Source: an optimization exercise on an open RTL-to-GDS flow (aim: small area, a short achievable clock period and few clock cycles). Production flows keep margins and buffers that such runs may drop. Only simulation tests tie the RTL to the original design; equivalence was not proved. No activity file was given, so power comes from the tool's default toggle rates.

==> run a: inputs <==
==> flow/design.v (excerpt) <==
module pwe_encoder (
    input  wire         clk,
    input  wire         rst,
    input  wire         req_valid,
    output wire         req_ready,
    input  wire [15:0]  req_opcode,
    input  wire [15:0]  req_version,
    input  wire [31:0]  req_request_id,
    input  wire [31:0]  f_status,
    input  wire [31:0]  f_word,
    input  wire [31:0]  f_vnet_id,
    input  wire [15:0]  f_vlan_id,
    input  wire [15:0]  f_port,
    input  wire [7:0]   f_src_prefix_len,
    input  wire [7:0]   f_dst_prefix_len,
    input  wire [47:0]  f_mac,
    input  wire [47:0]  f_mac2,
    input  wire [127:0] f_ip,
    input  wire [127:0] f_ip2,
    output wire         tx_valid,
    input  wire         tx_ready,
    output wire [7:0]   tx_data,
    output wire         tx_last,
    output reg          ev_valid,
    output wire [7:0]   ev_code,
    output wire [15:0]  ev_opcode,
    output wire [31:0]  ev_request_id
);
clock: 6.0 ns
lec_check: 0
cap_margin: 20
core_margin: 2
core_utilization: 30
gpl_timing_driven: 0
place_density: 0.5
setup_slack_margin: 3.2
slew_margin: 20
standard.sh (not shown) runs the stock make flow with config.mk's settings and CLKGATE_MAP_FILE= SYNTH_SCRIPT=/design/flow/synth_recipe.tcl, a recipe that flattens the netlist after the stock synthesis.
==> flow/flow/run.sh <==
#!/bin/bash
# Standard ORFS layout; the port buffers are the smallest buffer cell
# (buf_1) instead of the cell buffer_ports picks by default.
set -euo pipefail
bash standard.sh "BUFFER_PORTS_ARGS=-buffer_cell sky130_fd_sc_hd__buf_1" finish > orfs_make.log 2>&1
==> run b (differences from run a) <==
Settings changed: GPL_TIMING_DRIVEN 0 to not set, SETUP_SLACK_MARGIN 3.2 to 3.5.
==> run c (differences from run a) <==
--- a/flow/design.v
+++ b/flow/design.v
@@ -297,15 +297,15 @@
             bfull_n    = 1'b0;
             blast_n    = 1'b0;
             bsel_n     = 1'b0;
             q0v_n      = 1'b0;
             q1v_n      = 1'b0;
         end
     end
-    wire rdy_n = known_n & ~q1v_n &
+    wire rdy_n = known_r & ~finish & ~rst & ~q1v_n &
                  (~hdr_done_n & cls_p & (bcnt_n == 4'd15) & ~cfetch_n & ~cpend_n |
                   hdr_done_n & bfull_n & bsel_n & blast_n);
     wire hn_0 = fl_n[0] & fh_n[0];
     wire hn_1 = fl_n[1] & fh_n[0];
     wire hn_2 = fl_n[2] & fh_n[0];
     wire hn_3 = fl_n[3] & fh_n[0];
     wire hn_4 = fl_n[0] & fh_n[1];
@@ -332,24 +332,23 @@
     wire hn_25 = fl_n[1] & fh_n[6];
     wire hn_26 = fl_n[2] & fh_n[6];
     wire hn_27 = fl_n[3] & fh_n[6];
     wire hn_28 = fl_n[0] & fh_n[7];
     wire hn_29 = fl_n[1] & fh_n[7];
     wire hn_30 = fl_n[2] & fh_n[7];
     wire hn_31 = fl_n[3] & fh_n[7];
-    wire [8:0] cls_n = fresh ? dcls : cls_r;
-    wire cn_p = cls_n[8];
-    wire cn_c3 = cls_n[7];
-    wire cn_c4 = cls_n[6];
-    wire cn_c5 = cls_n[5];
-    wire cn_c6 = cls_n[4];
-    wire cn_c9 = cls_n[3];
-    wire cn_cc = cls_n[2];
-    wire cn_ce = cls_n[1];
-    wire cn_cf = cls_n[0];
+    wire cn_p = cls_r[8];
+    wire cn_c3 = cls_r[7];
+    wire cn_c4 = cls_r[6];
+    wire cn_c5 = cls_r[5];
+    wire cn_c6 = cls_r[4];
+    wire cn_c9 = cls_r[3];
+    wire cn_cc = cls_r[2];
+    wire cn_ce = cls_r[1];
+    wire cn_cf = cls_r[0];
     wire [35:0] sel_n;
     assign sel_n[0] = hn_0;
     assign sel_n[1] = hn_1;
     assign sel_n[2] = hn_3;
     assign sel_n[3] = hn_4;
     assign sel_n[4] = hn_5;
     assign sel_n[5] = (cn_c3 & hn_8) | (cn_c6 & hn_10) | (cn_cf & hn_16);
Settings changed: CORE_UTILIZATION 30 to 34, GPL_TIMING_DRIVEN 0 to not set, PLACE_DENSITY 0.5 to 0.7.
==> run d (differences from run a) <==
Settings changed: GPL_TIMING_DRIVEN 0 to not set, PLACE_DENSITY 0.5 to 0.4.
==> impl_metrics.json <==
{
  "run_status": "no timing/DRC/antenna violations",
  "finalPower_uw": 11380,
  "place_area_mm2": 0.01380,
  "path_depth": 5,
  "post_cts_buffers": 40,
  "nets": 2411
}
The numbers above come from run c.

==> impl_metrics.json <==
{
  "place_area_mm2": 0.01407,
  "nets": 2497,
  "run_status": "no timing/DRC/antenna violations",
  "finalPower_uw": 14080,
  "post_cts_buffers": 72
}
The numbers above come from run b.

==> impl_metrics.json <==
{
  "run_status": "no timing/DRC/antenna violations",
  "max_slew_margin_pct": 11.44,
  "finalPower_uw": 11740,
  "post_cts_buffers": 48,
  "nets": 2510,
  "place_area_mm2": 0.01401,
  "seq_cells": 140
}
The numbers above come from run a.

==> impl_metrics.json <==
{
  "run_status": "no timing/DRC/antenna violations",
  "diodes": 5,
  "place_area_mm2": 0.01385,
  "drtIter0Drc": 2338,
  "largest_reg_flops": 36,
  "largestClassByArea": "multi-input gates",
  "post_cts_buffers": 25,
  "nMultiInputCombCells": 962,
  "synth_cells": 1241
}
The numbers above come from run d.

Testbench counts of run a, summed over its fixed seeds: cycles 147,057.
Testbench counts of run b, summed over its fixed seeds: cycles 147,057.
Testbench counts of run c, summed over its fixed seeds: cycles 147,057.
Testbench counts of run d, summed over its fixed seeds: cycles 147,057.


==> trial 41 <==
pwe_encoder, a different RTL version from the one above (not shown whole).
Design pwe_encoder, start of the top module:
module pwe_encoder (
    input  wire         clk,
    input  wire         rst,
    input  wire         req_valid,
    output wire         req_ready,
    input  wire [15:0]  req_opcode,
    input  wire [15:0]  req_version,
    input  wire [31:0]  req_request_id,
    input  wire [31:0]  f_status,
    input  wire [31:0]  f_word,
    input  wire [31:0]  f_vnet_id,
    input  wire [15:0]  f_vlan_id,
    input  wire [15:0]  f_port,
    input  wire [7:0]   f_src_prefix_len,
    input  wire [7:0]   f_dst_prefix_len,
    input  wire [47:0]  f_mac,
    input  wire [47:0]  f_mac2,
    input  wire [127:0] f_ip,
    input  wire [127:0] f_ip2,
    output wire         tx_valid,
    input  wire         tx_ready,
    output wire [7:0]   tx_data,
    output wire         tx_last,
    output reg          ev_valid,
    output wire [7:0]   ev_code,
    output wire [15:0]  ev_opcode,
    output wire [31:0]  ev_request_id
);
Settings: LEC_CHECK=0, CAP_MARGIN=20, CORE_MARGIN=2, CORE_UTILIZATION=30, PLACE_DENSITY=0.5, SETUP_SLACK_MARGIN=3.2, SLEW_MARGIN=20; clock period 6.0 ns.
Scripts as last shown in full above: flow/flow/run.sh
==> build 81 (differences from trial 41) <==
--- a/flow/design.v
+++ b/flow/design.v
@@ -55,10 +55,11 @@
     reg        ev_p;          
     reg [3:0]  fl;            
     reg [7:0]  fh;            
     reg        cfetch;        
     reg        cpend;         
+    reg        cfirst;        
     reg [15:0] hw_r;
     reg [31:0] crc;
     reg [3:0]  bcnt;          
     reg        hdr_done;      
     reg        bfull;         
@@ -183,11 +184,12 @@
             for (i = 0; i < 8; i = i + 1)
                 r = r[0] ? ((r >> 1) ^ 32'hEDB88320) : (r >> 1);
             crc32_byte = r;
         end
     endfunction
-    wire [31:0] crc_next = crc32_byte(crc32_byte(crc, hw_r[15:8]), hw_r[7:0]);
+    wire [31:0] crc_base = cfirst ? 32'hFFFFFFFF : crc;
+    wire [31:0] crc_next = crc32_byte(crc32_byte(crc_base, hw_r[15:8]), hw_r[7:0]);
     wire [31:0] crc_fin  = ~crc;
     reg [7:0] hbyte;
     always @(*) begin
         case (bcnt)
             4'd0:  hbyte = req_version[15:8];
@@ -229,11 +231,11 @@
         if (fresh)
             cls_r <= dcls;
         if (cfetch | bfet)
             hw_r <= hw;
         if (fresh)
-            crc <= req_request_id | {32{dknown}};
+            crc <= req_request_id;
         else if (cpend & known_r)
             crc <= crc_next;
         if (q1v) begin
             if (pop)
                 q0 <= q1;
@@ -241,11 +243,11 @@
             q0 <= pbyte;
         end else if (push) begin
             q1 <= pbyte;
         end
     end
-    reg        fresh_n, known_n, ev_p_n, ev_n, cfetch_n, cpend_n;
+    reg        fresh_n, known_n, ev_p_n, ev_n, cfetch_n, cpend_n, cfirst_n;
     reg        hdr_done_n, bfull_n, blast_n, bsel_n, q0v_n, q1v_n;
     reg [3:0]  fl_n, bcnt_n;
     reg [7:0]  fh_n;
     always @(*) begin
         fresh_n    = fresh;
@@ -254,10 +256,11 @@
         ev_n       = ev_p;
         fl_n       = fl;
         fh_n       = fh;
         cfetch_n   = cfetch;
         cpend_n    = cpend;
+        cfirst_n   = cfirst;
         bcnt_n     = bcnt;
         hdr_done_n = hdr_done;
         bfull_n    = bfull;
         blast_n    = blast;
         bsel_n     = bsel;
@@ -278,10 +281,11 @@
             known_n    = 1'b0;
             fl_n       = 4'b0001;
             fh_n       = 8'b00000001;
             cfetch_n   = 1'b1;
             cpend_n    = 1'b0;
+            cfirst_n   = 1'b1;
             bcnt_n     = 4'd0;
             hdr_done_n = 1'b0;
             bfull_n    = 1'b0;
             blast_n    = 1'b0;
             bsel_n     = 1'b0;
@@ -289,10 +293,12 @@
             if (fresh & req_valid) begin
                 fresh_n = 1'b0;
                 known_n = dknown;
             end
             cpend_n = cfetch & adv;
+            if (cpend & known_r)
+                cfirst_n = 1'b0;
             if (cfetch & adv) begin
                 if (~fresh & at_last) begin
                     cfetch_n = 1'b0;
                     fl_n     = 4'b0001;
                     fh_n     = 8'b00000100;
@@ -325,10 +331,11 @@
             ev_n       = 1'b0;
             fl_n       = 4'b0001;
             fh_n       = 8'b00000001;
             cfetch_n   = 1'b1;
             cpend_n    = 1'b0;
+            cfirst_n   = 1'b1;
             bcnt_n     = 4'd0;
             hdr_done_n = 1'b0;
             bfull_n    = 1'b0;
             blast_n    = 1'b0;
             bsel_n     = 1'b0;
@@ -346,10 +353,11 @@
         ev_valid <= ev_n;
         fl       <= fl_n;
         fh       <= fh_n;
         cfetch   <= cfetch_n;
         cpend    <= cpend_n;
+        cfirst   <= cfirst_n;
         bcnt     <= bcnt_n;
         hdr_done <= hdr_done_n;
         bfull    <= bfull_n;
         blast    <= blast_n;
         bsel     <= bsel_n;
==> comparison table <==
Status: build 81 no timing/DRC/antenna violations; trial 41 no timing/DRC/antenna violations
Instance area at placement: build 81 0.0135 mm^2; trial 41 0.0134 mm^2
Final period util: build 81 50.7%; trial 41 50.0%
Register bit count reported by yosys: build 81 105; trial 41 104
Number of vias in the routed layout: build 81 15805; trial 41 15933
Met3 layer wire length in the routed design: build 81 10400 um; trial 41 12400 um
Switching part of the total: build 81 43.5%; trial 41 44.1%
Adder and majority gate portion of the synthesized area: build 81 0.583%; trial 41 0.585%
Relative contribution of combinational cells to total power: build 81 64.9%; trial 41 83.8%
Met2 track demand over resource in global routing: build 81 77.9%; trial 41 75.9%
Setup Skew: build 81 13.8 ps; trial 41 14.6 ps
Met3 Resource Use GR: build 81 11.2%; trial 41 17.1%
Via count of the first global-routing pass: build 81 14346; trial 41 14270
Proportion of netlist area held by the largest area contributor: build 81 21.0%; trial 41 21.1%
Sequential share of cell area: build 81 18.5%; trial 41 18.8%
Clock transition at the register clock pins on the worst setup and hold paths after CTS: build 81 100 ps; trial 41 90 ps
Max Fanout on Critical Path: build 81 9; trial 41 29
Peak supply drop: build 81 0.239 mV; trial 41 0.988 mV
Setup slack of the most critical reg-to-reg path: build 81 2960 ps; trial 41 3000 ps
Min Clock Period, post-route: build 81 3040 ps; trial 41 3000 ps
Total area of multi-input combinational cells: build 81 0.00819 mm^2; trial 41 0.00793 mm^2
Share of synthesized cell area in and, or, nand and nor gates: build 81 13.1%; trial 41 13.0%
Height of the die: build 81 193 um; trial 41 193 um
P_int: build 81 3.11 mW; trial 41 7.18 mW
Post-DP HPWL: build 81 80700 um; trial 41 83400 um
Area growth from synthesis to final layout: build 81 44.7%; trial 41 41.3%
Worst-case headroom to the max-slew limit: build 81 24.1%; trial 41 32.3%
Testbench counts of trial 41, summed over its fixed seeds: cycles 147,057.
Testbench counts of build 81, summed over its fixed seeds: cycles 147,057.

==> separate check: timing with driven ports <==
The results above use ideal ports. As a check the final layouts listed here were re-extracted and re-timed, cells and wires unchanged. Step 1 sets driving cells, clkbuf_16 on the clock port and buf_2 on the other inputs (assumed; they add their load-dependent delay and slew). Step 2 moves the port delays by t, midway between the first and last clock arrival at a register: inputs arrive t later, outputs are due t later. That takes back most of the time a late clock gives input paths. a / b / c = ideal / step 1 / step 2; a / b = the first two.
run	t, ns	setup WS [ns]	worst setup path at the end	worst data-port slew with drivers (ns)
run a	0.512	3.056 / 3.056 / 2.674	input to register	0.18
run b	0.502	3.263 / 3.263 / 2.916	input to register	0.17
run c	0.494	3.029 / 3.029 / 2.564	input to register	0.18
run d	0.491	3.127 / 3.127 / 2.674	input to register	0.17
trial 41	0.434	3.003 / 3.003 / 2.728	input to register	0.26
build 81	0.437	2.959 / 2.959 / 2.741	input to register	0.24
After both steps every run listed still meets setup and hold. The setup slack of run c, which loses most, moves by 0.000 ns with the drivers and by -0.465 ns with both steps.
